This is an optimization exercise on Yosys and OpenROAD, whose aim is small area, not a production implementation.
Where RTL was checked, it was by simulation tests only, not by an equivalence proof against the original.
Power is estimated from default activity; no workload was simulated. No driver is modelled on the clock port, so clocking that relies on it looks cheaper here than on a real chip.

==> 03-22: inputs <==
==> flow/design.v <==
module e1_realign (
    input  wire        clk,
    input  wire        rst,         
    input  wire        set_valid,   
    input  wire [15:0] set_nbits,
    input  wire        in_valid,
    input  wire [7:0]  in_byte,
    output reg         out_valid,
    output reg  [7:0]  out_byte
);
    reg [7:0]   offset;             
    reg [4:0]   zl;                 
    wire clr = rst | set_valid;
    reg  [3:0]  c4;                 
    reg  [1:0]  c2_n;               
    reg         c1;                 
    wire [7:0]  u4_n, u2, u1_n;
    e1_realign_muxi8 m_u4 (.s(offset[2]), .a(in_byte), .b({c4,   in_byte[7:4]}), .y(u4_n));
    e1_realign_muxi8 m_u2 (.s(offset[1]), .a(u4_n),    .b({c2_n, u4_n[7:2]}),    .y(u2));
    e1_realign_muxi8 m_u1 (.s(offset[0]), .a(u2),      .b({c1,   u2[7:1]}),      .y(u1_n));
    reg  [127:0] s16_n;             
    reg  [63:0]  s8;                
    reg  [31:0]  s4_n;              
    reg  [15:0]  s2;                
    reg  [7:0]   s1_n;              
    wire [7:0]  v16, v8_n, v4, v2_n, v1;
    e1_realign_muxi8 m_v16 (.s(offset[7]), .a(u1_n), .b(s16_n[127:120]), .y(v16));
    e1_realign_muxi8 m_v8  (.s(offset[6]), .a(v16),  .b(s8[63:56]),      .y(v8_n));
    e1_realign_muxi8 m_v4  (.s(offset[5]), .a(v8_n), .b(s4_n[31:24]),    .y(v4));
    e1_realign_muxi8 m_v2  (.s(offset[4]), .a(v4),   .b(s2[15:8]),       .y(v2_n));
    e1_realign_muxi8 m_v1  (.s(offset[3]), .a(v2_n), .b(s1_n),           .y(v1));
    always @(posedge clk) begin
        out_valid <= in_valid & ~rst & ~set_valid;
        out_byte  <= (zl != 5'd0) ? 8'd0 : v1;
        if (in_valid) begin
            s16_n <= {s16_n[119:0], u1_n};
            s8    <= {s8[55:0],     v16};
            s4_n  <= {s4_n[23:0],   v8_n};
            s2    <= {s2[7:0],      v4};
            s1_n  <= v2_n;
        end
        if (clr) begin
            c4   <= 4'd0;
            c2_n <= 2'b11;
            c1   <= 1'b0;
        end else if (in_valid) begin
            c4   <= in_byte[3:0];
            c2_n <= u4_n[1:0];
            c1   <= u2[0];
        end
        if (rst) begin
            offset <= 8'd0;
            zl     <= 5'd0;
        end else if (set_valid) begin
            offset <= set_nbits[7:0];
            zl     <= set_nbits[7:3];
        end else if (in_valid && zl != 5'd0) begin
            zl     <= zl - 5'd1;
        end
    end
endmodule
module e1_realign_muxi8 (
    input  wire       s,
    input  wire [7:0] a,
    input  wire [7:0] b,
    output wire [7:0] y
);
    assign y = ~(s ? b : a);
endmodule
==> flow/flow/run.sh <==
#!/bin/bash
# The standard layout (the standard.sh) with two changes:
#  - ports are buffered with the smallest buffer, sky130_fd_sc_hd__buf_1;
#  - clock tree synthesis builds the tree from small clock buffers and adds
#    no dummy loads.
# Synthesis, floorplan, power grid, placement and routing are the standard ones.
set -euo pipefail
export BUFFER_PORTS_ARGS="-buffer_cell sky130_fd_sc_hd__buf_1"
export CTS_ARGS="-sink_clustering_enable -repair_clock_nets -dont_use_dummy_load -buf_list {sky130_fd_sc_hd__clkbuf_16} -sink_clustering_size 35 -sink_clustering_max_diameter 100 -root_buf sky130_fd_sc_hd__clkbuf_4 -tree_buf sky130_fd_sc_hd__clkbuf_4"
bash standard.sh finish > standard_make.log 2>&1
==> flow/standard.sh <==
#!/bin/bash
# synth_recipe.tcl (not shown) runs the flow's synth.tcl, then flattens the netlist and writes it again
# the make line also repeats each setting of config.mk as NAME=value (left out here)
make -C /OpenROAD-flow-scripts/flow DESIGN_CONFIG=/design/flow/config.mk WORK_HOME=/design/flow/orfs CLKGATE_MAP_FILE= SYNTH_SCRIPT=/design/flow/synth_recipe.tcl "${@:-finish}"
==> flow/config.mk <==
export PLATFORM = sky130hd
export DESIGN_NAME = e1_realign
export DESIGN_NICKNAME = e1_realign
export VERILOG_FILES = /design/flow/design.v
export SDC_FILE = /design/flow/constraint.sdc
export NUM_CORES = 4
export LEC_CHECK = 0
export CAP_MARGIN = 10
export CORE_MARGIN = 2
export CORE_UTILIZATION = 55
export SLEW_MARGIN = 10
export SYNTH_HIERARCHICAL = 1
export SYNTH_MINIMUM_KEEP_SIZE = 0
==> flow/constraint.sdc <==
create_clock -name core_clock -period 10.0 [get_ports {clk}]
set_input_delay 2.0000 -clock core_clock [delete_from_list [all_inputs] [get_ports {clk}]]
set_output_delay 2.0000 -clock core_clock [all_outputs]
set_load 0.01 [all_outputs]
==> 07-17: changes against 03-22 <==
--- a/flow/design.v
+++ b/flow/design.v
@@ -32,3 +32,3 @@
     always @(posedge clk) begin
-        out_valid <= in_valid & ~rst & ~set_valid;
+        out_valid <= in_valid & ~rst;
         out_byte  <= (zl != 5'd0) ? 8'd0 : v1;
- CAP_MARGIN: 10 -> 20
- SLEW_MARGIN: 10 -> 20
==> 09-06: changes against 03-22 <==
==> flow/design.v, changed modules only <==
module e1_realign (
    input  wire        clk,
    input  wire        rst,         
    input  wire        set_valid,   
    input  wire [15:0] set_nbits,
    input  wire        in_valid,
    input  wire [7:0]  in_byte,
    output reg         out_valid,
    output reg  [7:0]  out_byte
);
    reg [7:0]   offset;             
    reg [4:0]   zl;                 
    wire clr = rst | set_valid;
    reg  [3:0]  c4;                 
    reg  [1:0]  c2_n;               
    reg         c1;                 
    wire [7:0]  u4_n, u2, u1_n;
    e1_realign_muxi8 m_u4 (.s(offset[2]), .a(in_byte), .b({c4,   in_byte[7:4]}), .y(u4_n));
    e1_realign_muxi8 m_u2 (.s(offset[1]), .a(u4_n),    .b({c2_n, u4_n[7:2]}),    .y(u2));
    e1_realign_muxi8 m_u1 (.s(offset[0]), .a(u2),      .b({c1,   u2[7:1]}),      .y(u1_n));
    reg  [127:0] s16_n;             
    reg  [63:0]  s8;                
    reg  [31:0]  s4_n;              
    reg  [15:0]  s2;                
    reg  [7:0]   s1_n;              
    wire [7:0]  v16, v8_n, v4, v2_n, v1;
    e1_realign_muxi8 m_v16 (.s(offset[7]), .a(u1_n), .b(s16_n[127:120]), .y(v16));
    e1_realign_muxi8 m_v8  (.s(offset[6]), .a(v16),  .b(s8[63:56]),      .y(v8_n));
    e1_realign_muxi8 m_v4  (.s(offset[5]), .a(v8_n), .b(s4_n[31:24]),    .y(v4));
    e1_realign_muxi8 m_v2  (.s(offset[4]), .a(v4),   .b(s2[15:8]),       .y(v2_n));
    e1_realign_muxi8 m_v1  (.s(offset[3]), .a(v2_n), .b(s1_n),           .y(v1));
    wire [127:0] s16_d;
    wire [63:0]  s8_d;
    wire [31:0]  s4_d;
    wire [15:0]  s2_d;
    wire [7:0]   s1_d;
    e1_realign_hold #(128) h16 (.e(in_valid), .d({s16_n[119:0], u1_n}), .q(s16_n), .y(s16_d));
    e1_realign_hold #(64)  h8  (.e(in_valid), .d({s8[55:0],     v16}),  .q(s8),    .y(s8_d));
    e1_realign_hold #(32)  h4  (.e(in_valid), .d({s4_n[23:0],   v8_n}), .q(s4_n),  .y(s4_d));
    e1_realign_hold #(16)  h2  (.e(in_valid), .d({s2[7:0],      v4}),   .q(s2),    .y(s2_d));
    e1_realign_hold #(8)   h1  (.e(in_valid), .d(v2_n),                 .q(s1_n),  .y(s1_d));
    always @(posedge clk) begin
        out_valid <= in_valid & ~rst & ~set_valid;
        out_byte  <= (zl != 5'd0) ? 8'd0 : v1;
        s16_n <= s16_d;
        s8    <= s8_d;
        s4_n  <= s4_d;
        s2    <= s2_d;
        s1_n  <= s1_d;
        if (clr) begin
            c4   <= 4'd0;
            c2_n <= 2'b11;
            c1   <= 1'b0;
        end else if (in_valid) begin
            c4   <= in_byte[3:0];
            c2_n <= u4_n[1:0];
            c1   <= u2[0];
        end
        if (rst) begin
            offset <= 8'd0;
            zl     <= 5'd0;
        end else if (set_valid) begin
            offset <= set_nbits[7:0];
            zl     <= set_nbits[7:3];
        end else if (in_valid && zl != 5'd0) begin
            zl     <= zl - 5'd1;
        end
    end
endmodule
module e1_realign_hold #(
    parameter W = 8
) (
    input  wire         e,
    input  wire [W-1:0] d,
    input  wire [W-1:0] q,
    output wire [W-1:0] y
);
    assign y = e ? d : q;
endmodule
==> flow/flow/run.sh (replaced) <==
#!/bin/bash
# The standard layout (the standard.sh) with these changes:
#  - after floorplanning, the combinational logic is re-mapped for area with
#    OpenROAD's restructure command (flow/restructure.tcl); flip-flops are
#    not touched;
#  - ports are buffered with the smallest buffer, sky130_fd_sc_hd__buf_1;
#  - after the placement resizer, logic gates are set to their smallest
#    drive strength (flow/downsize.tcl);
#  - clock tree synthesis uses sky130_fd_sc_hd__clkbuf_16 leaf buffers for
#    clusters of up to 35 flip-flops, small sky130_fd_sc_hd__clkbuf_4 buffers
#    above them, and adds no dummy loads.
# Synthesis (standard), power grid, placement and routing are the standard
# ones.  The make output goes to standard_make.log; each ORFS step keeps its
# own log under orfs/logs/.
set -euo pipefail
export POST_FLOORPLAN_TCL="$PWD/flow/restructure.tcl"
export BUFFER_PORTS_ARGS="-buffer_cell sky130_fd_sc_hd__buf_1"
export POST_RESIZE_TCL="$PWD/flow/downsize.tcl"
export CTS_ARGS="-sink_clustering_enable -repair_clock_nets -dont_use_dummy_load -buf_list {sky130_fd_sc_hd__clkbuf_16} -sink_clustering_size 35 -sink_clustering_max_diameter 100 -root_buf sky130_fd_sc_hd__clkbuf_4 -tree_buf sky130_fd_sc_hd__clkbuf_4"
bash standard.sh finish > standard_make.log 2>&1
==> flow/flow/downsize.tcl (new file) <==
# Sourced by ORFS after the placement resizer (POST_RESIZE_TCL).
# Synthesis maps some logic gates at more than the smallest drive strength.
# The design has several ns of setup slack, so every combinational gate that
# is not a buffer is set to the smallest drive strength of its own function;
# repair_design then fixes any slew or capacitance violation this causes.
# Flip-flops, buffers and clock cells are left as they are.
set n 0
foreach inst [get_cells *] {
  set m [get_property $inst ref_name]
  if { ![regexp {^(sky130_fd_sc_hd__\w+)_(2|4|6|8|12|16)$} $m -> base drv] } {
    continue
  }
  if { [string match *buf* $m] || [string match *df* $m] || [string match *clk* $m] } {
    continue
  }
  foreach d {0 1} {
    set lc [get_lib_cells -quiet ${base}_$d]
    if { [llength $lc] } {
      puts "downsize [get_full_name $inst]: $m -> ${base}_$d"
      replace_cell $inst $lc
      incr n
      break
    }
  }
}
puts "downsized $n instances"
estimate_parasitics -placement
repair_design
==> flow/flow/restructure.tcl (new file) <==
# Sourced by ORFS at the end of the floorplan step (POST_FLOORPLAN_TCL).
# Re-maps the combinational logic of the synthesized netlist for area with
# OpenROAD's restructure command (ABC); flip-flops and ports are not touched.
set lib_file [lindex $::env(LIB_FILES) 0]
set tielo_cell [lindex $::env(TIELO_CELL_AND_PORT) 0]
set tielo_lib [get_name [get_property [lindex [get_lib_cell $tielo_cell] 0] library]]
set tielo_pin $tielo_lib/$tielo_cell/[lindex $::env(TIELO_CELL_AND_PORT) 1]
set tiehi_cell [lindex $::env(TIEHI_CELL_AND_PORT) 0]
set tiehi_lib [get_name [get_property [lindex [get_lib_cell $tiehi_cell] 0] library]]
set tiehi_pin $tiehi_lib/$tiehi_cell/[lindex $::env(TIEHI_CELL_AND_PORT) 1]
set rmp_dir $::env(OBJECTS_DIR)/restructure
file mkdir $rmp_dir
puts "Design area before restructure:"
report_design_area
restructure -liberty_file $lib_file -target area \
  -tielo_port $tielo_pin -tiehi_port $tiehi_pin \
  -work_dir $rmp_dir -abc_logfile $::env(LOG_DIR)/2_1_restructure_abc.log
puts "Design area after restructure:"
report_design_area
==> impl_metrics.csv <==
group,metric,value,unit
pwr,p_sw,0.383,mW
worst_setup_path,ff2ff_setup_slack,7.29,ns
routing,drt_wl_total,12100,um
finish,post-route-cell-area,9760,um^2
run_status,status,"finished clean",
pwr,comb_cell_power,0.0929,mW
place,place_inst,664,
floorplan,fp.coreArea,16500,um^2
sta,hold_slack,0.418,ns
synth,synth-simple-area-share,2.40,%
routing,wire_per_inst,17.8,um
synth,synthAdderAreaFrac,0.136,%
worst_setup_path,crit_top_cell,"buf_4",
synth,ys.flop_type,"edfxtp_1",
finish,num-multi-input-gates,131,
sta,finClkSkew,0.0217,ns
The numbers above come from 07-17.

==> impl_metrics.csv <==
group,metric,value,unit
run_status,status,"finished clean",
pwr,p_sw,0.514,mW
synth,synthAdderAreaFrac,0.120,%
finish,post-route-cell-area,9320,um^2
synth,synth-simple-area-share,2.18,%
worst_setup_path,crit_top_cell,"buf_4",
place,place_inst,939,
finish,num-multi-input-gates,375,
The numbers above come from 09-06.

==> impl_metrics.csv <==
group,metric,value,unit
pwr,p_sw,0.387,mW
place,place_inst,663,
routing,wire_per_inst,18.3,um
run_status,status,"finished clean",
synth,ys.flop_type,"edfxtp_1",
pwr,comb_cell_power,0.0916,mW
worst_setup_path,crit_top_cell,"mux2i_1",
synth,synthAdderAreaFrac,0.136,%
sta,hold_slack,0.428,ns
routing,drt_wl_total,12400,um
finish,post-route-cell-area,9760,um^2
worst_setup_path,ff2ff_setup_slack,7.36,ns
sta,finClkSkew,0.0156,ns
The numbers above come from 03-22.

No functional check of the RTL was part of 09-06.

afterwards: timing with drivers on the ports:
No port has a modelled driver above. Below, the same layouts with a new extraction and two added sets of constraints. Step 1 assumes that a clkbuf_16 drives the clock port and a buf_2 every other input. Step 2 also shifts input and output timing later by t, the mid clock arrival at the registers, as if the neighbouring blocks saw the same clock. Three values: no drivers, after step 1, after step 2; two values: the first two.
run	shift t [ns]	slack for setup (ns)	worst slew at a driven data input, ns
03-22	0.598	6.627 / 6.640 / 6.042	0.04
07-17	0.603	5.925 / 5.937 / 5.333	0.05
09-06	0.615	5.281 / 5.296 / 4.681	0.05
After both steps every run listed still meets setup and hold. The setup slack of 09-06, which loses most, moves by +0.015 ns with the drivers and by -0.600 ns with both steps.
